Background: an optimization exercise with open tools, aiming at small area. Do not read the settings as production practice. Function was checked by simulation only, so behaviour that the tests miss may differ from the original. No run shown here takes its clock network from TritonCTS; it comes from the design's own scripts or RTL. No driver is modelled on the clock port, so clock power and skew are understated where the tree is cut down; a real chip needs a root buffer or a tree. Power is estimated from default activity; no workload was simulated.

File: flow/run.sh
#!/bin/bash
# Layout flow: the standard flow (standard.sh) with these changes.
#  1. After the standard synthesis, its combinational logic is re-mapped for
#     area by flow/ropt.sh; the registers stay as synthesis made them.
#  2. The port buffers that placement inserts use the smallest buffer cell,
#     and power recovery after global routing downsizes non-critical cells.
#  3. The clock tree is four clkbuf_8, one per quarter of the flip-flops,
#     built by flow/clock_tree.tcl as the cts step's PRE_CTS hook.
#  4. The constant outputs share one tie cell (no tie fanout repair).
# Each tool's output goes to a log file in this folder.
set -euo pipefail
R=orfs/results/$FLOW_PLATFORM/mdu_rx_engine/base
ARGS=("BUFFER_PORTS_ARGS=-buffer_cell sky130_fd_sc_hd__buf_1" "RECOVER_POWER=100"
      "PRE_CTS_TCL=$(pwd)/flow/clock_tree.tcl"
      "SKIP_REPAIR_TIE_FANOUT=1")
bash standard.sh "${ARGS[@]}" synth > log_standard_synth.txt 2>&1
cp $R/1_2_yosys.v std_1_2_yosys.v
bash flow/ropt.sh std_1_2_yosys.v ropt_1_2_yosys.v > log_ropt.txt 2>&1
cp ropt_1_2_yosys.v $R/1_2_yosys.v
touch $R/1_2_yosys.v
bash standard.sh "${ARGS[@]}" finish > log_standard_finish.txt 2>&1
File: flow/clock_tree.tcl
# Clock tree for this small design, run as the PRE_CTS hook of the standard
# cts step. The flip-flops are split into four groups by position (halves
# by x, then halves by y); each group gets one clkbuf_8, placed at the
# group's centre, which the clock port drives directly (four cell pins).
# TritonCTS is then not run: its H-tree would use nine buffers here.
set block [ord::get_db_block]
set db [ord::get_db]
set clkname [get_full_name [lindex [get_property [lindex [all_clocks] 0] sources] 0]]
set clknet [$block findNet $clkname]
set bufm [$db findMaster sky130_fd_sc_hd__clkbuf_8]
set sinks {}
foreach it [$clknet getITerms] {
  set inst [$it getInst]
  if {[[$it getMTerm] getName] eq "CLK"} {
    set loc [$inst getLocation]
    set m [$inst getMaster]
    lappend sinks [list [expr {[lindex $loc 0] + [$m getWidth] / 2}] [expr {[lindex $loc 1] + [$m getHeight] / 2}] $it]
  }
}
set n [llength $sinks]
puts "manual clock tree: $n sinks"
set byx [lsort -integer -index 0 $sinks]
set h [expr {$n / 2}]
set groups {}
foreach half [list [lrange $byx 0 [expr {$h - 1}]] [lrange $byx $h end]] {
  set byy [lsort -integer -index 1 $half]
  set q [expr {[llength $byy] / 2}]
  lappend groups [lrange $byy 0 [expr {$q - 1}]] [lrange $byy $q end]
}
set i 0
foreach g $groups {
  set sx 0; set sy 0
  foreach s $g { incr sx [lindex $s 0]; incr sy [lindex $s 1] }
  set cx [expr {$sx / [llength $g]}]
  set cy [expr {$sy / [llength $g]}]
  set buf [odb::dbInst_create $block $bufm "clkbuf_manual_$i"]
  set net [odb::dbNet_create $block "clk_manual_$i"]
  $net setSigType CLOCK
  [$buf findITerm A] connect $clknet
  [$buf findITerm X] connect $net
  foreach s $g {
    set it [lindex $s 2]
    $it disconnect
    $it connect $net
  }
  $buf setLocation [expr {$cx - [$bufm getWidth] / 2}] [expr {$cy - [$bufm getHeight] / 2}]
  $buf setPlacementStatus PLACED
  puts "manual clock tree: buffer $i drives [llength $g] sinks at ($cx, $cy)"
  incr i
}
proc clock_tree_synthesis {args} {
  puts "clock_tree_synthesis skipped: the clock tree was built by the PRE_CTS hook"
}
File: flow/dontuse.txt
sky130_fd_sc_hd__fill_1
sky130_fd_sc_hd__fill_2
sky130_fd_sc_hd__fill_4
sky130_fd_sc_hd__fill_8
sky130_fd_sc_hd__lpflow_bleeder_1
sky130_fd_sc_hd__lpflow_clkbufkapwr_1
sky130_fd_sc_hd__lpflow_clkbufkapwr_16
sky130_fd_sc_hd__lpflow_clkbufkapwr_2
sky130_fd_sc_hd__lpflow_clkbufkapwr_4
sky130_fd_sc_hd__lpflow_clkbufkapwr_8
sky130_fd_sc_hd__lpflow_clkinvkapwr_1
sky130_fd_sc_hd__lpflow_clkinvkapwr_16
sky130_fd_sc_hd__lpflow_clkinvkapwr_2
sky130_fd_sc_hd__lpflow_clkinvkapwr_4
sky130_fd_sc_hd__lpflow_clkinvkapwr_8
sky130_fd_sc_hd__lpflow_decapkapwr_12
sky130_fd_sc_hd__lpflow_decapkapwr_3
sky130_fd_sc_hd__lpflow_decapkapwr_4
sky130_fd_sc_hd__lpflow_decapkapwr_6
sky130_fd_sc_hd__lpflow_decapkapwr_8
sky130_fd_sc_hd__lpflow_inputiso0n_1
sky130_fd_sc_hd__lpflow_inputiso0p_1
sky130_fd_sc_hd__lpflow_inputiso1n_1
sky130_fd_sc_hd__lpflow_inputiso1p_1
sky130_fd_sc_hd__lpflow_inputisolatch_1
sky130_fd_sc_hd__lpflow_isobufsrc_1
sky130_fd_sc_hd__lpflow_isobufsrc_16
sky130_fd_sc_hd__lpflow_isobufsrc_2
sky130_fd_sc_hd__lpflow_isobufsrc_4
sky130_fd_sc_hd__lpflow_isobufsrc_8
sky130_fd_sc_hd__lpflow_isobufsrckapwr_16
sky130_fd_sc_hd__lpflow_lsbuf_lh_hl_isowell_tap_1
sky130_fd_sc_hd__lpflow_lsbuf_lh_hl_isowell_tap_2
sky130_fd_sc_hd__lpflow_lsbuf_lh_hl_isowell_tap_4
sky130_fd_sc_hd__lpflow_lsbuf_lh_isowell_4
sky130_fd_sc_hd__lpflow_lsbuf_lh_isowell_tap_1
sky130_fd_sc_hd__lpflow_lsbuf_lh_isowell_tap_2
sky130_fd_sc_hd__lpflow_lsbuf_lh_isowell_tap_4
sky130_fd_sc_hd__probe_p_8
sky130_fd_sc_hd__probec_p_8
File: flow/ropt.sh
#!/bin/bash
# Re-map the combinational logic of the standard synthesis netlist for area.
# The flip-flop instances (and so their names and cell types) are kept as they are.
# ABC's deepsyn (time-limited) runs with twelve seeds, four at a time, and the smallest
# result is kept; if all fail, a fixed ABC script is used.
# usage: ropt.sh in.v out.v
set -uo pipefail
LIB=$FLOW_HOME/platforms/$FLOW_PLATFORM/lib/sky130_fd_sc_hd__tt_025C_1v80.lib
HERE=$(cd "$(dirname "$0")" && pwd)
DU=$(sed 's/^/-dont_use /' "$HERE/dontuse.txt" | tr '\n' ' ')
DST=${ROPT_T:-150}
S2='strash;dc2;dch,-f;map,-a;mfs2;strash;dc2;&get,-n;&st;&dch,-f;&nf,-R,1000;&put;strash;dc2;&get,-n;&st;&dch,-f;&nf,-R,1000;&put'
run() {
cat > ropt_$3.ys <<EOF
read_liberty -ignore_miss_func $LIB
blackbox sky130_fd_sc_hd__dfxtp_1
read_verilog $1
hierarchy -top $FLOW_TOP
flatten
opt_clean -purge
abc -liberty $LIB $DU -script +$4
opt_clean -purge
hilomap -singleton -hicell sky130_fd_sc_hd__conb_1 HI -locell sky130_fd_sc_hd__conb_1 LO
splitnets
opt_clean -purge
insbuf -buf sky130_fd_sc_hd__buf_4 A X
opt_clean -purge
autoname
read_liberty -lib $LIB
hierarchy -top $FLOW_TOP
check -assert
tee -o ropt_stat_$3.txt stat -liberty $LIB
write_verilog -noattr -noexpr -nohex -nodec $2
EOF
timeout 900 yosys -s ropt_$3.ys > log_ropt_$3.txt 2>&1
}
SEEDS="1 2 3 4 5 6 7 8 9 10 11 12"
n=0
for s in $SEEDS; do
  run "$1" ropt_ds$s.v ds$s "&get,-n;&deepsyn,-S,$s,-T,$DST;&put;strash;&get,-n;&st;&dch,-f;&nf,-R,1000;&put" &
  n=$((n+1))
  if [ $((n % 4)) -eq 0 ]; then wait; fi
done
wait
best=""; barea=""
for s in $SEEDS; do
  a=$(grep -s 'Chip area' ropt_stat_ds$s.txt | awk '{print $NF}')
  if [ -n "$a" ] && [ -s ropt_ds$s.v ]; then
    echo "ropt: seed $s area $a"
    if [ -z "$barea" ] || awk "BEGIN{exit !($a < $barea)}"; then best=$s; barea=$a; fi
  fi
done
if [ -n "$best" ]; then
  echo "ropt: deepsyn seed $best used"
  cp ropt_ds$best.v "$2"
else
  echo "ropt: deepsyn failed, using the fixed script"
  run "$1" "$2" fixed "$S2"
fi
File: standard.sh
#!/bin/bash
# synth_recipe.tcl (not shown) runs the flow's synth.tcl, then flattens the netlist and writes it again
# the make line also repeats each setting of config.mk as NAME=value (left out here)
make -C /OpenROAD-flow-scripts/flow DESIGN_CONFIG=/design/flow/config.mk WORK_HOME=/design/flow/orfs CLKGATE_MAP_FILE= SYNTH_SCRIPT=/design/flow/synth_recipe.tcl "${@:-finish}"
File: config.mk
export PLATFORM = sky130hd
export DESIGN_NAME = mdu_rx_engine
export DESIGN_NICKNAME = mdu_rx_engine
export VERILOG_FILES = /design/flow/design.v
export SDC_FILE = /design/flow/constraint.sdc
export NUM_CORES = 4
export LEC_CHECK = 0
export CAP_MARGIN = 20
export CORE_MARGIN = 2
export CORE_UTILIZATION = 40
export PLACE_DENSITY = 0.6
export SLEW_MARGIN = 20
File: constraint.sdc
create_clock -name core_clock -period 10.0 [get_ports {clk}]
set_input_delay 2.0000 -clock core_clock [delete_from_list [all_inputs] [get_ports {clk}]]
set_output_delay 2.0000 -clock core_clock [all_outputs]
set_load 0.01 [all_outputs]
File: design.v
module mdu_rx_engine (
    input  wire        clk,
    input  wire        rst,           
    input  wire        t_valid,
    input  wire [31:0] t_us,
    output wire        t_ready,
    input  wire [2:0]  rate,          
    input  wire        selected,      
    input  wire        q_pop,         
    output reg         q_full,        
    output reg         rx_active,
    output reg         frame_start,   
    output reg         byte_valid,    
    output wire [7:0]  byte_data,
    output reg         pkt_done,      
    output wire        pkt_queued,
    output wire        pkt_nack,
    output wire        pkt_ack,
    output reg         ack_pulse,     
    output wire [31:0] ack_dur
);
    wire k0, k1, k10, k100, k101, k102, k103, k104, k105, k106, k107, k108, k109, k11, k110, k111, k112, k113, k114, k115, k116, k117, k118, k119, k12, k120, k121, k122, k123, k124, k125, k126, k127, k128, k129, k13, k130, k131, k132, k133, k134, k135, k136, k137, k138, k139, k14, k140, k141, k142, k143, k144, k145, k146, k147, k148, k149, k15, k150, k151, k152, k153, k16, k17, k18, k19, k2, k20, k21, k22, k23, k24, k25, k26, k27, k28, k29, k3, k30, k31, k32, k33, k34, k35, k36, k37, k38, k39, k4, k40, k41, k42, k43, k44, k45, k46, k47, k48, k49, k5, k50, k51, k52, k53, k54, k55, k56, k57, k58, k59, k6, k60, k61, k62, k63, k64, k65, k66, k67, k68, k69, k7, k70, k71, k72, k73, k74, k75, k76, k77, k78, k79, k8, k80, k81, k82, k83, k84, k85, k86, k87, k88, k89, k9, k90, k91, k92, k93, k94, k95, k96, k97, k98, k99;
    wire c_bit, c_one, c_ack, fa;
    assign k114 = t_us[27] | t_us[26];
    assign k113 = t_us[25] | t_us[24];
    assign k112 = k113 | k114;
    assign k111 = t_us[31] | t_us[30];
    assign k110 = t_us[29] | t_us[28];
    assign k109 = k110 | k111;
    assign k108 = k109 | k112;
    assign k107 = t_us[15] | t_us[14];
    assign k106 = t_us[13] | t_us[12];
    assign k105 = k106 | k107;
    assign k104 = k105 | k108;
    assign k103 = t_us[19] | t_us[18];
    assign k102 = t_us[17] | t_us[16];
    assign k101 = k102 | k103;
    assign k100 = t_us[23] | t_us[22];
    assign k99 = t_us[21] | t_us[20];
    assign k98 = k99 | k100;
    assign k97 = k98 | k101;
    assign k96 = k97 | k104;
    assign k95 = ~(k96 | t_us[11]);
    assign k94 = t_us[9] | ~(t_us[10]);
    assign k93 = ~(t_us[8] | t_us[7]);
    assign k92 = k93 & ~(t_us[6]);
    assign k91 = ~t_us[3];
    assign k90 = t_us[5] & t_us[4];
    assign k89 = k90 & ~(k91);
    assign k88 = k92 & ~(k89);
    assign k87 = k88 | k94;
    assign k86 = ~t_us[6];
    assign k85 = k86 & ~(k90);
    assign k84 = ~(t_us[3] & t_us[5]);
    assign k83 = ~k84;
    assign k82 = ~(t_us[0] | t_us[1]);
    assign k81 = k82 & ~(t_us[2]);
    assign k80 = k83 & ~(k81);
    assign k79 = k80 | t_us[7];
    assign k78 = k85 & ~(k79);
    assign k77 = t_us[8] & ~(k78);
    assign k76 = k77 | k87;
    assign k75 = ~t_us[10];
    assign k74 = ~(t_us[9] | t_us[8]);
    assign k73 = ~(k74 & k75);
    assign k72 = ~rate[0];
    assign k71 = rate[2] | rate[1];
    assign k70 = k72 & ~(k71);
    assign k69 = k70 | k73;
    assign k68 = k95 & ~(k69);
    assign k67 = t_us[2] & t_us[1];
    assign k66 = ~(t_us[0] & t_us[1]);
    assign k65 = t_us[2] | t_us[3];
    assign k64 = k66 & ~(k65);
    assign k63 = t_us[4] & ~(k64);
    assign k62 = ~(k63 | t_us[5]);
    assign k61 = t_us[5] | ~(t_us[3]);
    assign k60 = k67 & ~(k61);
    assign k59 = k63 & ~(k60);
    assign k58 = k59 | k62;
    assign k57 = k86 & ~(k58);
    assign k56 = k57 & ~(k67);
    assign k55 = ~t_us[4];
    assign k54 = t_us[2] & ~(k66);
    assign k53 = k91 & ~(k54);
    assign k52 = ~(k53 & k55);
    assign k51 = k52 | k56;
    assign k50 = ~rate[2];
    assign k49 = t_us[5] | t_us[6];
    assign k48 = ~k49;
    assign k47 = k52 & ~(k48);
    assign k46 = k47 | k50;
    assign k45 = k51 & ~(k46);
    assign k44 = t_us[7] & ~(k45);
    assign k43 = k68 & ~(k44);
    assign k42 = ~(k64 & k55);
    assign k41 = ~(k42 & k62);
    assign k40 = k71 | t_us[6];
    assign k39 = t_us[2] & t_us[3];
    assign k38 = k39 & ~(k82);
    assign k37 = k38 | k40;
    assign k36 = k37 | k53;
    assign k35 = rate[2] & t_us[6];
    assign k34 = k36 & ~(k35);
    assign k33 = k34 | k41;
    assign k32 = rate[1] & rate[0];
    assign k31 = ~(k32 & k57);
    assign k30 = k55 & ~(k39);
    assign k29 = k30 | k49;
    assign k28 = t_us[1] & t_us[3];
    assign k27 = k28 | k39;
    assign k26 = k55 & ~(k66);
    assign k25 = k27 & ~(k26);
    assign k24 = k25 | k29;
    assign k23 = k72 & ~(k24);
    assign k22 = k31 & ~(k23);
    assign k21 = k50 & ~(k22);
    assign k20 = k33 & ~(k21);
    assign k19 = k43 & ~(k20);
    assign k18 = k76 & ~(k19);
    assign c_one = k95 & ~(k18);
    assign k17 = ~t_us[7];
    assign k16 = t_us[2] & ~(k84);
    assign k15 = k86 & ~(k16);
    assign k14 = k15 | k72;
    assign k13 = k14 & rate[1];
    assign k12 = k13 & ~(k57);
    assign k11 = k50 & ~(k12);
    assign k10 = t_us[2] & ~(k82);
    assign k9 = k10 | k52;
    assign k8 = ~(t_us[5] & t_us[6]);
    assign k7 = k9 & ~(k8);
    assign k6 = rate[1] & ~(k7);
    assign k5 = k24 & ~(k6);
    assign k4 = k11 & ~(k5);
    assign k3 = k17 & ~(k4);
    assign k2 = k43 & ~(k3);
    assign k1 = t_us[4] & ~(k82);
    assign k0 = k62 & ~(k1);
    assign k115 = t_us[6] & ~(k0);
    assign k116 = k115 | ~(k93);
    assign k117 = ~(k116 & t_us[9]);
    assign k118 = k90 & ~(k86);
    assign k119 = k17 & ~(k118);
    assign k120 = k119 & k74;
    assign k121 = k75 & ~(k120);
    assign k122 = t_us[11] & ~(k96);
    assign k123 = ~(k122 & k121);
    assign k124 = k117 & ~(k123);
    assign k125 = k124 | k2;
    assign c_bit = k125 | c_one;
    assign k126 = ~(t_us[9] & t_us[8]);
    assign k127 = k126 | k119;
    assign k128 = k79 & ~(k127);
    assign k129 = k128 | k75;
    assign k130 = k85 & ~(k83);
    assign k131 = t_us[7] & ~(k130);
    assign k132 = k74 & ~(k131);
    assign k133 = k132 | k129;
    assign fa = k122 & ~(k133);
    assign k134 = ~(k35 & t_us[7]);
    assign k135 = k134 | k89;
    assign k136 = k28 | t_us[5];
    assign k137 = k30 & ~(k136);
    assign k138 = k137 | k135;
    assign k139 = k32 | k57;
    assign k140 = k17 & ~(k5);
    assign k141 = k139 & ~(k140);
    assign k142 = ~(k49 & k72);
    assign k143 = t_us[6] & ~(k30);
    assign k144 = k143 | k142;
    assign k145 = k58 & ~(k144);
    assign k146 = k145 | k141;
    assign k147 = t_us[4] & ~(k53);
    assign k148 = k48 & ~(k147);
    assign k149 = t_us[7] & ~(k148);
    assign k150 = k149 | rate[2];
    assign k151 = k146 & ~(k150);
    assign k152 = k138 & ~(k151);
    assign k153 = k68 & ~(k152);
    assign c_ack = k153 | fa;
    wire fwin;
    reg [6:0] dur;
    always @* begin
        if (fwin) dur = 7'd100;
        else case (rate)
            3'd1: dur = 7'd10;
            3'd2: dur = 7'd20;
            3'd3: dur = 7'd40;
            3'd4: dur = 7'd75;
            default: dur = 7'd100;
        endcase
    end
    assign ack_dur = {25'd0, dur};
    localparam [1:0] ST_PRE = 2'd0, ST_DATA = 2'd1, ST_END = 2'd2, ST_ACK = 2'd3;
    reg  [1:0] st;
    reg  [4:0] ph;
    assign t_ready = &ph;
    wire acc  = t_valid & t_ready & ~rst;
    wire s_pre = st == ST_PRE, s_data = st == ST_DATA, s_end = st == ST_END, s_ack = st == ST_ACK;
    wire step = acc & s_data & c_bit;     
    wire ph_in = ph[4] ^ ph[2] ^ ~|ph[3:0];
    always @(posedge clk) ph <= {ph[3:0], ph_in} | {5{step}};
    reg  [2:0] cnt;
    wire t0 = cnt == 3'd0, t1 = cnt == 3'd1, t2 = cnt == 3'd2, t3 = cnt == 3'd3;
    wire t4 = cnt == 3'd4, t5 = cnt == 3'd5, t6 = cnt == 3'd6, t7 = cnt == 3'd7;
    reg [7:0]  ab;       
    reg [31:0] c32;      
    reg [7:0]  c8;       
    assign byte_data = ab;
    always @(posedge clk) ab <= {ab[6:0], step ? c_one : (acc & s_ack) ? fa : ab[7]};
    assign fwin = ab[0];
    wire fb32 = step & c32[31];
    localparam [31:0] POLY = 32'h04C11DB7;
    integer i;
    always @(posedge clk) begin
        c32[0] <= s_pre | (c32[31] ^ (step & c_one));
        for (i = 1; i < 32; i = i + 1)
            c32[i] <= c32[i-1] ^ (POLY[i] & fb32);
    end
    wire [7:0] vt;
    assign vt[0] = t1 | t3 | t7;
    assign vt[1] = t0;
    assign vt[2] = t0 | t2 | t6;
    assign vt[3] = t1 | t3;
    assign vt[4] = t0 | t3 | t5;
    assign vt[5] = t2;
    assign vt[6] = t2 | t4;
    assign vt[7] = t1;
    wire       fb8 = step & c8[0];
    wire [7:0] m8  = vt & {8{step & c_one}};
    always @(posedge clk) begin
        c8[7] <= ~s_pre & (c8[0] ^ m8[7]);
        c8[6] <= c8[7] ^ m8[6];
        c8[5] <= c8[6] ^ m8[5];
        c8[4] <= c8[5] ^ m8[4];
        c8[3] <= c8[4] ^ m8[3] ^ fb8;
        c8[2] <= c8[3] ^ m8[2] ^ fb8;
        c8[1] <= c8[2] ^ m8[1];
        c8[0] <= c8[1] ^ m8[0];
    end
    reg  [8:0] len;
    wire len_lt3 = ~|len[8:2];
    wire len_eq3 = ~|len[8:3] & (&len[2:0]);
    wire len_lt5 = ~|len[8:4] & (len[0] | ~len[1]) & (len[1] | ~len[2]) & (len[2] | ~len[3]);
    wire len_cap = len == 9'b011100110;
    reg  [1:0] cmd;
    wire [7:0] nb = {ab[6:0], c_one};    
    reg  [1:0] cls;
    always @* begin
        cls = 2'b00;
        if (nb == 8'hF2) cls = 2'b01;
        else if (nb == 8'hF7) cls = 2'b10;
        else if (nb == 8'hF8 || nb == 8'h08) cls = 2'b11;
    end
    reg nack, ack;
    assign pkt_nack   = nack;
    assign pkt_ack    = ack;
    assign pkt_queued = ~nack;
    wire crc8_ok  = ~|c8;
    wire crc32_ok = ~|c32;
    reg v_nack, v_ack;
    always @* begin
        if (len_lt5) begin
            v_nack = 1'b1; v_ack = 1'b0;
        end else if (q_full) begin
            v_nack = 1'b1; v_ack = (cmd == 2'b01) & crc8_ok;
        end else if (cmd == 2'b11) begin
            v_nack = ~crc32_ok; v_ack = ~crc32_ok;
        end else begin
            v_nack = ~crc8_ok; v_ack = (cmd == 2'b10) & ~crc8_ok;
        end
    end
    wire c_zero = c_bit & ~c_one;
    wire c_inv  = ~c_bit & ~c_ack;
    wire ovr    = c_ack & ~s_ack;                        
    wire go     = s_pre & c_zero & cnt[1];               
    wire last   = s_data & c_bit & t7;                   
    wire ackok  = s_ack & c_ack & selected;
    wire rxr    = (ovr & ~selected)
                | (s_pre & (c_inv | (c_zero & ~cnt[1])))
                | ((s_data | s_end) & c_inv)
                | (last & len_cap)
                | (s_ack & ~ackok);                      
    wire e_byte = last & ~len_cap;
    wire e_pkt  = s_end & c_one;
    wire e_ack  = ackok & ((nack & (t1 | t2 | t3)) | (ack & (t5 | t6 | t7)));
    always @(posedge clk) begin
        frame_start <= acc & go;
        byte_valid  <= acc & e_byte;
        pkt_done    <= acc & e_pkt;
        ack_pulse   <= acc & e_ack;
    end
    always @(posedge clk) begin
        if (rst | (acc & (rxr | go)))
            cnt <= 3'd0;
        else if (acc & ((s_pre & c_one & ~cnt[1]) | (s_data & c_bit) | ackok))
            cnt <= cnt + 3'd1;
    end
    always @(posedge clk) begin
        if (rst) begin
            st <= ST_PRE;
        end else if (acc) begin
            if (ovr)
                st <= selected ? ST_ACK : ST_PRE;
            else case (st)
                ST_PRE:  st <= go ? ST_DATA : ST_PRE;
                ST_DATA: st <= c_inv ? ST_PRE : last ? (len_cap ? ST_PRE : ST_END) : ST_DATA;
                ST_END:  st <= c_zero ? ST_DATA : c_one ? ST_ACK : ST_PRE;
                default: st <= ackok ? ST_ACK : ST_PRE;
            endcase
        end
    end
    always @(posedge clk) begin
        if (acc & go) begin
            len <= 9'd0; cmd <= 2'b11;
        end else if (acc & e_byte) begin
            len <= {len[7:0], ~(len[8] ^ len[4])};
            if (len_lt3) begin
                if (nb != 8'hFF) cmd <= 2'b00;
            end else if (len_eq3) begin
                cmd <= cmd[0] ? cls : 2'b00;
            end
        end
    end
    always @(posedge clk) begin
        if (rst | (acc & rxr) | (acc & ackok & t7)) begin
            nack <= 1'b0; ack <= 1'b0;
        end else if (acc & e_pkt) begin
            nack <= v_nack; ack <= v_ack;
        end
    end
    always @(posedge clk) begin
        if (rst)
            q_full <= 1'b0;
        else if (acc & e_pkt & ~v_nack)
            q_full <= 1'b1;
        else if (q_pop)
            q_full <= 1'b0;
    end
    always @(posedge clk) begin
        if (rst)
            rx_active <= 1'b0;
        else if (acc & go)
            rx_active <= 1'b1;
    end
endmodule
==> results of run 1 <==
## power by group through the flow
stage	combinational, mW	clock, mW	sequential (mW)
finish	0.0313	0.111	0.306
global route	0.0353	0.127	0.307
CTS	0.0311	0.0834	0.314
detailed placement	0.0310	0	0.314
global placement	0.0310	0	0.314
floorplan	0.0239	0	0.314
## through the flow
step           utilization  worst slack [ns]  instance area (um2)
2_1_floorplan            -              4.94                 3300
3_3_place_gp         0.424              4.78                 3430
3_5_place_dp         0.424              4.73                 3430
4_1_cts              0.430              4.74                 3480
5_1_grt              0.430              4.42                 3480
6_report             0.430              4.77                 3480
## registers in the layout, indices dropped and copies added, names as in the netlist
register / flops
c32: 32
cnt: 3
len: 9
ph: 5
cmd: 2
c8: 8
pkt_done: 1
ack_pulse: 1
q_full: 1
byte_valid: 1
nack: 1
st: 2
ab: 8
rx_active: 1
ack: 1
frame_start: 1
## area by class of cell
| type | instances | area [um2] | share of cell area |
|---|---|---|---|
| buffer | 4 | 55.1 | 0.0158 |
| tap | 105 | 131 | 0.0377 |
| inverter | 9 | 33.8 | 0.00970 |
| timing repair buffer | 64 | 240 | 0.0690 |
| multi-input combinational | 251 | 1480 | 0.425 |
| sequential | 77 | 1540 | 0.443 |
## layer usage
| metal | vias to the layer above | GRT usage | part of all wire | wire [um] |
|---|---|---|---|---|
| li1 | 1374 | - | - | - |
| met1 | 1229 | 0.227 | 0.50 | 3390 |
| met2 | 44 | 0.259 | 0.46 | 3120 |
| met3 | 8 | 0.0144 | 0.037 | 250 |
| met4 | 0 | 0.0169 | 0.0098 | 67 |
| met5 | - | 0 | 0 | 0 |
## how the worst max path moves through the flow
stage                          endpoint  slack, ns  cells past startpoint
floorplan                    ack_dur[5]       4.94                      4
global placement             ack_dur[5]       4.78                      7
detailed placement  cnt[0]$_SDFFE_PP0P_       4.73                     17
CTS                 cnt[0]$_SDFFE_PP0P_       4.74                     16
global route        cnt[2]$_SDFFE_PP0P_       4.42                     17
finish                       ack_dur[5]       4.77                      7
## worst reg2reg max path: stages (launching register included)
cell	delay, ns
dfxtp_1	0.37
nand3_1	0.09
nor2_1	0.17
nand2_1	0.09
nor2_1	0.12
nand2_1	0.06
a21oi_1	0.22
nor2_1	0.10
a21oi_1	0.29
nand2_1	0.17
o21ai_0	0.26
nand4_1	0.19
nor2_1	0.12
a21oi_1	0.07
o22ai_1	0.23
nor3b_1	0.09
==> summary.txt, run 1 <==
Die Height: 94.8 um
Int Pwr: 0.354 mW
Yosys warning count: 1
Diode count: 0
Comb power frac: 0.070
Synth Cell Area: 3300 um2
Clk_skew: 0.00865 ns
DRC: 0
IO Count: 90
Sequential fraction of design power: 0.683
Clock Pin Slew Worst Setup and Hold Paths: 0.11 ns
Hold WC Path Type: flop to flop
Commonest non-fill, non-tap cell in the layout: dfxtp_1
Initial core utilization: 0.407
Max incr delay on CP: 0.36 ns
Die W: 94.8 um
Largest net degree at the start of global routing: 26
Critical Path, Cell by Cell: clkbuf_1, nor2_1, or3_1, o22a_1, nor2_1, nor2_1, buf_1
Worst reg2reg path endpoint: cnt[0]$_SDFFE_PP0P_
RR Startpoint: ph[0]$_DFF_P_
First-pass DRT Iterations: 4
ANT nets after route: 0
Vias per cell: 5.21
Crit Path Class: input port to output pin
Final setup viols: 0
Vias in the first global route: 2503
Area grow syn2layout: 5.65%
Post-DP HPWL: 5.20 mm
CP Launch Point: rate[1]
Hold slack: 0.357 ns
Routed wire length: 6.83 mm
MaxCap Viol Count: 0
Vias: 2655
CP max-delay cell: or3_1
Clock share of power: 0.248
Cell Count, Final, Fillers Out: 510
Global-route wire length before repair: 11.7 mm
Status: no timing/DRC/antenna violations
All-Layer GR Usage: 0.156
Total Nets Final: 447
Die ar.: 8980 um2
Switching power total: 0.0950 mW
Max VDD drop: 55.2 uV
Core ar.: 8090 um2
Initial antenna violation count: 0
Commonest non-fill, non-tap cells in the layout: dfxtp_1, buf_1, nor2_1
Setup crit start kind: input port
Final slew viol count: 0
Reg2reg path depth: 15
CP Buf/Inv Count: 2
Final-report hold violation count: 0
Final worst-path cycle share: 0.523
Hold_sp: c32[26]$_DFF_P_
Worst-margin pin slew: 0.810 ns
CP max FO: 6
Initial drt markers: 97
Max-slew headroom: 0.458
Worst skew pair latency: 0.17 ns
Total design power: 0.449 mW
Top delay family on crit path: simple AND/OR/NAND/NOR gates
Worst endpoint required time: 8.00 ns
Inst Count DP: 506
Avg Inst Size Synth: 8.93 um2
Grt total ovfl: 0
Routed length per instance: 13.4 um
IO Port Bufs: 64
Post-CTS setup buffer count: 0
FMAX: 191 MHz
Hold Crit Depth: 0
Worst reg-to-reg setup slack: 7.25 ns
Post-Syn Instances: 369
Post-cts resize count: 0
Setup TNS: 0 ns
Syn Nets: 409
Unrepaired setup endpoints after global routing: no
Crit path time final: 5.23 ns
P_leak: 1.18 nW
Hold-fix buffers, CTS: 0
Ratio of cells with drive above 1 in the final layout: 0.00988
Gpl congestion: 0.899
CP arrival: 3.23 ns
Fillcell total: 847
Worst Hold Path EP: c32[27]$_DFF_P_
Num rows: 33
Cell repeated most along the worst path: nor2_1
Power per cell area: 129 nW/um2
CP Capture Type: output pin
Sw frac: 0.212
==> inputs of run 2 (changes only) <==
--- a/design.v
+++ b/design.v
@@ -201,5 +201,5 @@
     wire step = acc & s_data & c_bit;     
     wire ph_in = ph[4] ^ ph[2] ^ ~|ph[3:0];
-    always @(posedge clk) ph <= {ph[3:0], ph_in} | {5{step}};
+    always @(posedge clk) ph <= {ph[3:0], ph_in | step};
     reg  [2:0] cnt;
     wire t0 = cnt == 3'd0, t1 = cnt == 3'd1, t2 = cnt == 3'd2, t3 = cnt == 3'd3;
--- a/flow/ropt.sh
+++ b/flow/ropt.sh
@@ -2,5 +2,5 @@
 # Re-map the combinational logic of the standard synthesis netlist for area.
 # The flip-flop instances (and so their names and cell types) are kept as they are.
-# ABC's deepsyn (time-limited) runs with twelve seeds, four at a time, and the smallest
+# ABC's deepsyn (time-limited) runs with sixteen seeds, four at a time, and the smallest
 # result is kept; if all fail, a fixed ABC script is used.
 # usage: ropt.sh in.v out.v
@@ -35,5 +35,5 @@
 timeout 900 yosys -s ropt_$3.ys > log_ropt_$3.txt 2>&1
 }
-SEEDS="1 2 3 4 5 6 7 8 9 10 11 12"
+SEEDS="1 2 3 4 5 6 7 8 9 10 11 12 13 14 15 16"
 n=0
 for s in $SEEDS; do
==> run 2 against run 1 <==
Compared with the run above:
- critical path type is now input port to flop
- design area fell by 0.47%
- still clean on timing, DRC and antenna
- flip-flop and latch count unchanged
- register-to-register slack worse by 0.58 ns
- setup slack got worse by 0.86 ns
- highest routed layer unchanged
==> summary.txt, run 2 <==
Comb power frac: 0.069 (was 0.070)
CP max-delay cell: a31oi_1 (was or3_1)
Routed wire length: 6.87 mm (was 6.83 mm)
Total Nets Final: 448 (was 447)
Die W: 94.6 um (was 94.8 um)
Final setup viols: 0 (unchanged)
Vias per cell: 5.26 (was 5.21)
Worst endpoint required time: 10.07 ns (was 8.00 ns)
Diode count: 0 (unchanged)
Vias: 2687 (was 2655)
CP max FO: 10 (was 6)
Vias in the first global route: 2553 (was 2503)
IO Port Bufs: 64 (unchanged)
Int Pwr: 0.354 mW (about the same)
Clk_skew: 0.0105 ns (was 0.00865 ns)
Hold Crit Depth: 0 (unchanged)
Max incr delay on CP: 0.62 ns (was 0.36 ns)
Unrepaired setup endpoints after global routing: no (unchanged)
Commonest non-fill, non-tap cell in the layout: dfxtp_1 (unchanged)
Switching power total: 0.0967 mW (was 0.0950 mW)
CP Capture Type: flop (was output pin)
Avg Inst Size Synth: 8.87 um2 (was 8.93 um2)
Post-cts resize count: 0 (unchanged)
Sw frac: 0.214 (was 0.212)
Grt total ovfl: 0 (unchanged)
Global-route wire length before repair: 11.7 mm (about the same)
Gpl congestion: 0.855 (was 0.899)
Worst reg-to-reg setup slack: 6.67 ns (was 7.25 ns)
Yosys warning count: 1 (unchanged)
All-Layer GR Usage: 0.154 (was 0.156)
Die Height: 94.6 um (was 94.8 um)
P_leak: 1.20 nW (was 1.18 nW)
Top delay family on crit path: simple AND/OR/NAND/NOR gates (unchanged)
Crit path time final: 6.09 ns (was 5.23 ns)
IO Count: 90 (unchanged)
Final slew viol count: 0 (unchanged)
RR Startpoint: ph[1]$_DFF_P_ (was ph[0]$_DFF_P_)
ANT nets after route: 0 (unchanged)
Setup crit start kind: input port (unchanged)
Post-DP HPWL: 5.22 mm (was 5.20 mm)
Post-Syn Instances: 370 (was 369)
Hold WC Path Type: flop to flop (unchanged)
Final core occ: 0.428 (was 0.430)
Max-slew headroom: 0.457 (was 0.458)
Commonest non-fill, non-tap cells in the layout: dfxtp_1, buf_1, nor2_1 (unchanged)
Final-report hold violation count: 0 (unchanged)
Critical Path, Cell by Cell: buf_1, nor4_1, nand3_1, nor4_1, nand3_1, a21oi_1, a21oi_1, a2111o_1, o311a_1, or2_0, or3b_1, or2_0, a31oi_1, nor2_1, a22o_1 (was clkbuf_1, nor2_1, or3_1, o22a_1, nor2_1, nor2_1, buf_1)
Max FFs per register: 32 (unchanged)
Clock share of power: 0.249 (was 0.248)
Clock Pin Slew Worst Setup and Hold Paths: 0.11 ns (about the same)
Status: no timing/DRC/antenna violations (unchanged)
Initial core utilization: 0.405 (was 0.407)
Power per cell area: 130 nW/um2 (was 129 nW/um2)
Crit Path Class: input port to flop (was input port to output pin)
Die ar.: 8940 um2 (was 8980 um2)
Final worst-path cycle share: 0.609 (was 0.523)
Initial drt markers: 109 (was 97)
Hold-fix buffers, CTS: 0 (unchanged)
CP Buf/Inv Count: 1 (was 2)
Synth Cell Area: 3280 um2 (was 3300 um2)
FMAX: 164 MHz (was 191 MHz)
Num rows: 33 (unchanged)
Setup TNS: 0 ns (unchanged)
Worst reg2reg path endpoint: len[0]$_SDFFE_PP0P_ (was cnt[0]$_SDFFE_PP0P_)
Worst Hold Path EP: c32[13]$_DFF_P_ (was c32[27]$_DFF_P_)
Reg2reg path depth: 10 (was 15)
Post-CTS setup buffer count: 0 (unchanged)
First-pass DRT Iterations: 4 (unchanged)
Routed length per instance: 13.4 um (about the same)
CP arrival: 6.16 ns (was 3.23 ns)
Worst skew pair latency: 0.17 ns (about the same)
Initial antenna violation count: 0 (unchanged)
Max VDD drop: 85.5 uV (was 55.2 uV)
Largest net degree at the start of global routing: 26 (unchanged)
Core ar.: 8090 um2 (unchanged)
Ratio of cells with drive above 1 in the final layout: 0.00985 (was 0.00988)
MaxCap Viol Count: 0 (unchanged)
Biggest register: c32 (unchanged)
Syn Nets: 410 (was 409)
Worst-margin pin slew: 0.811 ns (was 0.810 ns)
Sequential fraction of design power: 0.681 (was 0.683)
Area grow syn2layout: 5.68% (was 5.65%)
Largest regs: c32: 32 flops, len: 9 flops (unchanged)
CP Launch Point: t_us[23] (was rate[1])
DRC: 0 (unchanged)
Hold_sp: c32[12]$_DFF_P_ (was c32[26]$_DFF_P_)
-- run 2: area by class of cell --
type / instances / area, um2
Fill cell: 849 / 4630
Inverter: 13 / 48.8
Multi-Input combinational cell: 248 / 1450
Sequential cell: 77 / 1540
Timing Repair Buffer: 64 / 240
Buffer: 4 / 55.1
Tap cell: 105 / 131
-- run 2: power by group through the flow --
stage	combinational (mW)	sequential [mW]	clock (mW)
after floorplan	0.0236	0.314	0
after global placement	0.0307	0.314	0
after detailed placement	0.0307	0.314	0
after CTS	0.0309	0.314	0.0834
after global routing	0.0347	0.308	0.124
final	0.0312	0.307	0.113
-- run 2: how the worst max path moves through the flow --
stage,to,depth (start not counted)
after floorplan,len[0]$_SDFFE_PP0P_,15
after global placement,len[0]$_SDFFE_PP0P_,16
after detailed placement,len[0]$_SDFFE_PP0P_,16
after CTS,len[0]$_SDFFE_PP0P_,16
after global routing,cnt[0]$_SDFFE_PP0P_,17
final,len[0]$_SDFFE_PP0P_,15
-- run 2: routing by layer --
layer  track usage  vias to the layer above  part of all wire
met2         0.276                       70              0.49
li1              -                     1361                 -
met3        0.0120                       12             0.051
met5             0                        -                 0
met1         0.206                     1244              0.44
met4        0.0278                        0             0.013
-- run 2: stage by stage --
stage                     cell area, um2  setup WS [ns]  std cells  hold WS, ns  power, mW
after global routing                3470           3.50        511        0.370      0.466
final                               3470           3.91        511        0.355      0.451
after CTS                           3470           3.82        511        0.343      0.429
after floorplan                     3280           4.54        370        0.324      0.338
after detailed placement            3410           3.82        507        0.340      0.345
after global placement              3410           3.93        507        0.335      0.345
==> inputs of run 3 (changes only) <==
--- a/design.v
+++ b/design.v
@@ -209,5 +209,5 @@
     reg [7:0]  c8;       
     assign byte_data = ab;
-    always @(posedge clk) ab <= {ab[6:0], step ? c_one : (acc & s_ack) ? fa : ab[7]};
+    always @(posedge clk) ab <= {ab[6:0], acc ? (s_data ? c_one : fa) : ab[7]};
     assign fwin = ab[0];
     wire fb32 = step & c32[31];
--- a/flow/ropt.sh
+++ b/flow/ropt.sh
@@ -2,5 +2,5 @@
 # Re-map the combinational logic of the standard synthesis netlist for area.
 # The flip-flop instances (and so their names and cell types) are kept as they are.
-# ABC's deepsyn (time-limited) runs with sixteen seeds, four at a time, and the smallest
+# ABC's deepsyn (time-limited) runs with 24 seeds, four at a time, and the smallest
 # result is kept; if all fail, a fixed ABC script is used.
 # usage: ropt.sh in.v out.v
@@ -35,5 +35,5 @@
 timeout 900 yosys -s ropt_$3.ys > log_ropt_$3.txt 2>&1
 }
-SEEDS="1 2 3 4 5 6 7 8 9 10 11 12 13 14 15 16"
+SEEDS="$(seq -s " " 1 24)"
 n=0
 for s in $SEEDS; do
==> run 3 against run 2 <==
Compared with the run above:
- still clean
- clock power about the same
- synthesized area decreased by 0.31%
- via count decreased by 0.30%
- first-iteration DRC count increased by 34%
- register-to-register slack improved by 0.33 ns
- combinational power increased by 14%
- synthesized cell count decreased by 1.9%
- clock skew increased by 0.0020 ns
- sequential power increased by 1%
- setup slack improved by 0.40 ns
- total power increased by 1.2%
- cell count decreased by 2.0%
==> summary.txt, run 3 <==
CP Launch Point: t_us[1] (was t_us[23])
Ratio of cells with drive above 1 in the final layout: 0.0100 (was 0.00985)
Sequential fraction of design power: 0.681 (about the same)
Post-DP HPWL: 5.23 mm (was 5.22 mm)
Max-slew headroom: 0.351 (was 0.457)
CP endpoint: len[4]$_SDFFE_PP0P_ (was len[0]$_SDFFE_PP0P_)
Crit path time final: 5.69 ns (was 6.09 ns)
Setup TNS: 0 ns (unchanged)
Worst skew pair latency: 0.17 ns (about the same)
Post-CTS setup buffer count: 0 (unchanged)
Status: no timing/DRC/antenna violations (unchanged)
Grt total ovfl: 0 (unchanged)
Comb power frac: 0.078 (was 0.069)
Final worst-path cycle share: 0.569 (was 0.609)
Final slew viol count: 0 (unchanged)
Int Pwr: 0.357 mW (was 0.354 mW)
Hold WC Path Type: flop to flop (unchanged)
Switching power total: 0.0991 mW (was 0.0967 mW)
Worst endpoint required time: 10.07 ns (about the same)
Commonest non-fill, non-tap cells in the layout: dfxtp_1, buf_1, nor2_1 (unchanged)
Post-Syn Instances: 363 (was 370)
RR Startpoint: ph[0]$_DFF_P_ (was ph[1]$_DFF_P_)
Largest regs: c32: 32 flops, len: 9 flops (unchanged)
Die W: 94.4 um (was 94.6 um)
Yosys warning count: 1 (unchanged)
Worst reg-to-reg setup slack: 7.00 ns (was 6.67 ns)
Syn Nets: 403 (was 410)
Crit Path Class: input port to flop (unchanged)
Dpl ws: 4.20 ns (was 3.82 ns)
CP Capture Type: flop (unchanged)
Total Nets Final: 441 (was 448)
Clock share of power: 0.241 (was 0.249)
FMAX: 176 MHz (was 164 MHz)
Commonest non-fill, non-tap cell in the layout: dfxtp_1 (unchanged)
Reg2reg path depth: 9 (was 10)
Global-route wire length before repair: 11.4 mm (was 11.7 mm)
CP max FO: 9 (was 10)
Largest net degree at the start of global routing: 26 (unchanged)
Setup crit start kind: input port (unchanged)
Routed wire length: 6.83 mm (was 6.87 mm)
Gpl congestion: 0.904 (was 0.855)
Setup ws final: 4.31 ns (was 3.91 ns)
Max VDD drop: 65.8 uV (was 85.5 uV)
Initial core utilization: 0.419 (was 0.405)
IO Count: 90 (unchanged)
Worst reg2reg path endpoint: len[4]$_SDFFE_PP0P_ (was len[0]$_SDFFE_PP0P_)
Final core occ: 0.442 (was 0.428)
Initial drt markers: 146 (was 109)
ANT nets after route: 0 (unchanged)
Power per cell area: 132 nW/um2 (was 130 nW/um2)
Final-report hold violation count: 0 (unchanged)
Clock Pin Slew Worst Setup and Hold Paths: 0.11 ns (about the same)
Unrepaired setup endpoints after global routing: no (unchanged)
Vias per cell: 5.35 (was 5.26)
Area grow syn2layout: 5.59% (was 5.68%)
P_leak: 1.19 nW (was 1.20 nW)
Biggest register: c32 (unchanged)
MaxCap Viol Count: 0 (unchanged)
Sw frac: 0.217 (was 0.214)
Avg Inst Size Synth: 9.01 um2 (was 8.87 um2)
IO Port Bufs: 64 (unchanged)
Num rows: 32 (was 33)
Met3 usage: 0.0192 (was 0.0120)
Max FFs per register: 32 (unchanged)
GR Util met2: 0.248 (was 0.276)
Hold-fix buffers, CTS: 0 (unchanged)
Die ar.: 8920 um2 (was 8940 um2)
CP arrival: 5.76 ns (was 6.16 ns)
Synth Cell Area: 3270 um2 (was 3280 um2)
Post-cts resize count: 0 (unchanged)
M1 GR Usage: 0.224 (was 0.206)
Vias: 2679 (was 2687)
Diode count: 0 (unchanged)
All-Layer GR Usage: 0.152 (was 0.154)
DRC: 0 (unchanged)
Core ar.: 7810 um2 (was 8090 um2)
First-pass DRT Iterations: 5 (was 4)
Clk_skew: 0.0125 ns (was 0.0105 ns)
Top Usage Layer GRT: met2 (unchanged)
Final setup viols: 0 (unchanged)
Routed length per instance: 13.6 um (was 13.4 um)
Worst-margin pin slew: 0.965 ns (was 0.811 ns)
Die Height: 94.4 um (was 94.6 um)
Initial antenna violation count: 0 (unchanged)
Vias in the first global route: 2402 (was 2553)
## run 3: power by group through the flow
stage | sequential [mW] | combinational (mW) | clock, mW
after global placement | 0.318 | 0.0350 | 0
after CTS | 0.318 | 0.0349 | 0.0834
after global routing | 0.311 | 0.0397 | 0.127
after floorplan | 0.317 | 0.0276 | 0
final | 0.311 | 0.0356 | 0.110
after detailed placement | 0.317 | 0.0347 | 0
## run 3: per-stage QoR
stage | hold slack [ns] | std cells | cell area [um2] | power (mW)
6_report | 0.350 | 501 | 3450 | 0.456
5_1_grt | 0.360 | 501 | 3450 | 0.477
4_1_cts | 0.330 | 501 | 3450 | 0.436
3_5_place_dp | 0.331 | 497 | 3400 | 0.352
3_3_place_gp | 0.329 | 497 | 3400 | 0.353
2_1_floorplan | 0.324 | 363 | 3270 | 0.345
## run 3: final cells by class
| class | count | area, um2 |
|---|---|---|
| fill | 784 | 4350 |
| multi-input combinational | 242 | 1440 |
| timing repair buffer | 64 | 240 |
| sequential | 77 | 1540 |
| inverter | 12 | 45.0 |
| buffer | 4 | 55.1 |
| tap | 102 | 128 |
## run 3: worst max-delay path, cell delays in order
cell and delay (ns):
clkbuf_1 0.16, a211oi_1 0.32, nor2_1 0.09, nand2_1 0.08
a22oi_1 0.09, nor3_1 0.30, nor2b_1 0.09, nor3_1 0.21
a221oi_1 0.08, nor2_1 0.10, o21ai_0 0.19, o31ai_1 0.17
nor2b_1 0.31, nand2_1 0.14, nor3_1 0.81, nor2_1 0.33
a22o_1 0.27
## run 3: worst min path at each step
stage                    startpoint         endpoint  slack, ns  depth (start not counted)
floorplan           c32[20]$_DFF_P_  c32[21]$_DFF_P_       0.32                          0
global placement    c32[20]$_DFF_P_  c32[21]$_DFF_P_       0.33                          0
detailed placement  c32[20]$_DFF_P_  c32[21]$_DFF_P_       0.33                          0
CTS                 c32[20]$_DFF_P_  c32[21]$_DFF_P_       0.33                          0
global route        c32[20]$_DFF_P_  c32[21]$_DFF_P_       0.36                          0
finish              c32[20]$_DFF_P_  c32[21]$_DFF_P_       0.35                          0
## run 3: layer usage
metal,vias to the layer above,part of all wire
li1,1335,-
met5,-,0
met1,1214,0.46
met3,11,0.084
met4,0,0.013
met2,119,0.44
==> inputs of run 4 (changes only) <==
--- a/flow/ropt.sh
+++ b/flow/ropt.sh
@@ -2,5 +2,5 @@
 # Re-map the combinational logic of the standard synthesis netlist for area.
 # The flip-flop instances (and so their names and cell types) are kept as they are.
-# ABC's deepsyn (time-limited) runs with 24 seeds, four at a time, and the smallest
+# ABC's deepsyn (time-limited) runs with sixteen seeds (25..40), four at a time, and the smallest
 # result is kept; if all fail, a fixed ABC script is used.
 # usage: ropt.sh in.v out.v
@@ -35,5 +35,5 @@
 timeout 900 yosys -s ropt_$3.ys > log_ropt_$3.txt 2>&1
 }
-SEEDS="$(seq -s " " 1 24)"
+SEEDS="$(seq -s " " 25 40)"
 n=0
 for s in $SEEDS; do
==> run 4 against run 3 <==
Compared with the run above:
- still clean
- total power fell by 1.5%
- hold slack improved by 0.0042 ns
- utilization fell by 1.3 points
- clock power barely moved
- combinational power fell by 6.7%
- sequential power fell by 1%
- wire length rose by 2.4%
- first-iteration DRC count rose by 9.6%
- sequential share of layout area fell by 0.24 points
- flip-flop and latch count did not move
- setup slack improved by 0.13 ns
- design area rose by 0.54%
- critical endpoint is now len[6]$_SDFFE_PP0P_
- largest power group unchanged
- highest routed layer unchanged
==> summary.txt, run 4 <==
Status: no timing/DRC/antenna violations (unchanged)
ANT nets after route: 0 (unchanged)
Final worst-path cycle share: 0.556 (was 0.569)
Num rows: 33 (was 32)
Final-report hold violation count: 0 (unchanged)
Commonest non-fill, non-tap cell in the layout: dfxtp_1 (unchanged)
Post-DP Area: 3420 um2 (was 3400 um2)
Max FFs per register: 32 (unchanged)
MaxCap Viol Count: 0 (unchanged)
Max VDD drop: 125 uV (was 65.8 uV)
Post-CTS setup buffer count: 0 (unchanged)
Routed wire length: 6.99 mm (was 6.83 mm)
Core ar.: 8090 um2 (was 7810 um2)
Clock Pin Slew Worst Setup and Hold Paths: 0.11 ns (about the same)
Crit Path Class: input port to flop (unchanged)
Routed length per instance: 13.9 um (was 13.6 um)
Initial antenna violation count: 0 (unchanged)
P_leak: 1.22 nW (was 1.19 nW)
Hold slack: 0.355 ns (was 0.350 ns)
Initial core utilization: 0.406 (was 0.419)
Multi-input gate area: 1470 um2 (was 1440 um2)
Largest regs: c32: 32 flops, len: 9 flops (unchanged)
Clock share of power: 0.243 (was 0.241)
Setup crit start kind: input port (unchanged)
Sw frac: 0.211 (was 0.217)
Unrepaired setup endpoints after global routing: no (unchanged)
Die Height: 94.6 um (was 94.4 um)
Final setup viols: 0 (unchanged)
Max-slew headroom: 0.547 (was 0.351)
Synth Cell Area: 3280 um2 (was 3270 um2)
All-Layer GR Usage: 0.150 (was 0.152)
Vias per cell: 5.33 (was 5.35)
Die W: 94.6 um (was 94.4 um)
IO Count: 90 (unchanged)
Largest net degree at the start of global routing: 26 (unchanged)
Hold WC Path Type: flop to flop (unchanged)
Clk_skew: 0.0144 ns (was 0.0125 ns)
Die ar.: 8950 um2 (was 8920 um2)
First-pass DRT Iterations: 4 (was 5)
Fin area: 3470 um2 (was 3450 um2)
Switching power total: 0.0947 mW (was 0.0991 mW)
Fillcell total: 856 (was 784)
Comb power frac: 0.074 (was 0.078)
Worst-margin pin slew: 0.678 ns (was 0.965 ns)
Hold-fix buffers, CTS: 0 (unchanged)
Vias: 2674 (was 2679)
Crit path time final: 5.56 ns (was 5.69 ns)
Post-DP HPWL: 5.31 mm (was 5.23 mm)
Commonest non-fill, non-tap cells in the layout: dfxtp_1, buf_1, nor2_1 (unchanged)
Grt total ovfl: 0 (unchanged)
Total Nets Final: 439 (was 441)
Diode count: 0 (unchanged)
Worst endpoint required time: 10.07 ns (about the same)
CP max FO: 12 (was 9)
Area grow syn2layout: 5.79% (was 5.59%)
Sequential fraction of design power: 0.684 (was 0.681)
Post-Syn Instances: 360 (was 363)
Final core occ: 0.429 (was 0.442)
IO Port Bufs: 64 (unchanged)
Yosys warning count: 1 (unchanged)
Gpl congestion: 0.872 (was 0.904)
Final slew viol count: 0 (unchanged)
Int Pwr: 0.355 mW (was 0.357 mW)
Avg Inst Size Synth: 9.12 um2 (was 9.01 um2)
Global-route wire length before repair: 11.2 mm (was 11.4 mm)
Vias in the first global route: 2420 (was 2402)
Biggest register: c32 (unchanged)
Syn Nets: 400 (was 403)
DRC: 0 (unchanged)
Total design power: 0.450 mW (was 0.456 mW)
Post-cts resize count: 0 (unchanged)
Power per cell area: 130 nW/um2 (was 132 nW/um2)
Worst skew pair latency: 0.17 ns (about the same)
Ratio of cells with drive above 1 in the final layout: 0.0101 (was 0.0100)
Initial drt markers: 160 (was 146)
FMAX: 180 MHz (was 176 MHz)
Setup TNS: 0 ns (unchanged)
CP arrival: 5.63 ns (was 5.76 ns)
Reg area: 1540 um2 (unchanged)
CP Capture Type: flop (unchanged)
==> run 4: critical path: stages <==
cell      delay (ns)
clkbuf_1        0.17
and3_1          0.25
nor2_1          0.18
nor2b_1         0.07
nor3_1          0.26
a32oi_1         0.17
o21ai_0         0.22
a32o_1          0.18
nor3b_1         0.55
a21o_1          0.20
nand2_1         0.12
nor4_1          0.30
clkbuf_1        0.44
nor2_1          0.28
a22o_1          0.24
==> run 4: stage by stage <==
stage	worst slack, ns	std cells
after floorplan	4.64	360
after global routing	4.03	502
after detailed placement	4.48	498
after global placement	4.61	498
final	4.44	502
after CTS	4.47	502
==> run 4: power groups by stage <==
stage               registers, mW  clock network [mW]  logic, mW
floorplan                   0.314                   0     0.0246
global placement            0.314                   0     0.0330
detailed placement          0.314                   0     0.0325
CTS                         0.314              0.0834     0.0326
global route                0.308               0.125     0.0370
finish                      0.307               0.109     0.0332
==> run 4: final timing paths <==
| check | start | endpoint | slack [ns] | cells after the start |
|---|---|---|---|---|
| min | c32[5]$_DFF_P_ | c32[6]$_DFF_P_ | 0.35 | 0 |
| max reg2reg | ph[1]$_DFF_P_ | len[6]$_SDFFE_PP0P_ | 7.13 | 9 |
| min reg2reg | c32[5]$_DFF_P_ | c32[6]$_DFF_P_ | 0.35 | 0 |
| max | t_us[2] | len[6]$_SDFFE_PP0P_ | 4.44 | 15 |
==> run 4: metal layers <==
metal  part of all wire  track usage  vias up
met2               0.46        0.259       75
met5                  0            0        -
met3              0.047       0.0120        8
li1                   -            -     1352
met1               0.48        0.210     1239
met4              0.011       0.0205        0
==> run 4: layout make-up <==
class,instances,share of cell area
multi-input combinational,242,0.422
tap,105,0.0378
timing repair buffer,65,0.0703
sequential,77,0.444
buffer,4,0.0159
inverter,9,0.00973

==> separate check: timing with driven ports <==
The flow's constraints put no driver on any port. The routed layouts listed below were extracted and timed again, unchanged, in two steps.
Step 1 sets driving cells, clkbuf_16 on the clock port and buf_2 on the other inputs (assumed; they add their load-dependent delay and slew).
Step 2 also shifts input and output timing later by t, the mid clock arrival at the registers, as if the neighbouring blocks saw the same clock.
Slacks: ideal / step 1 / step 2; pairs: ideal / step 1.
run	shift t [ns]	slack for setup (ns)	worst register clock-pin slew, ns
run 1	0.221	4.771 / 4.749 / 4.699	0.11 / 0.11
run 2	0.224	3.910 / 3.950 / 3.726	0.12 / 0.12
run 3	0.220	4.313 / 4.349 / 4.130	0.12 / 0.12
run 4	0.215	4.439 / 4.473 / 4.257	0.11 / 0.11
After both steps setup and hold are still met in every run listed. The setup slack of run 2, which loses most, moves by +0.040 ns with the drivers and by -0.184 ns with both steps.
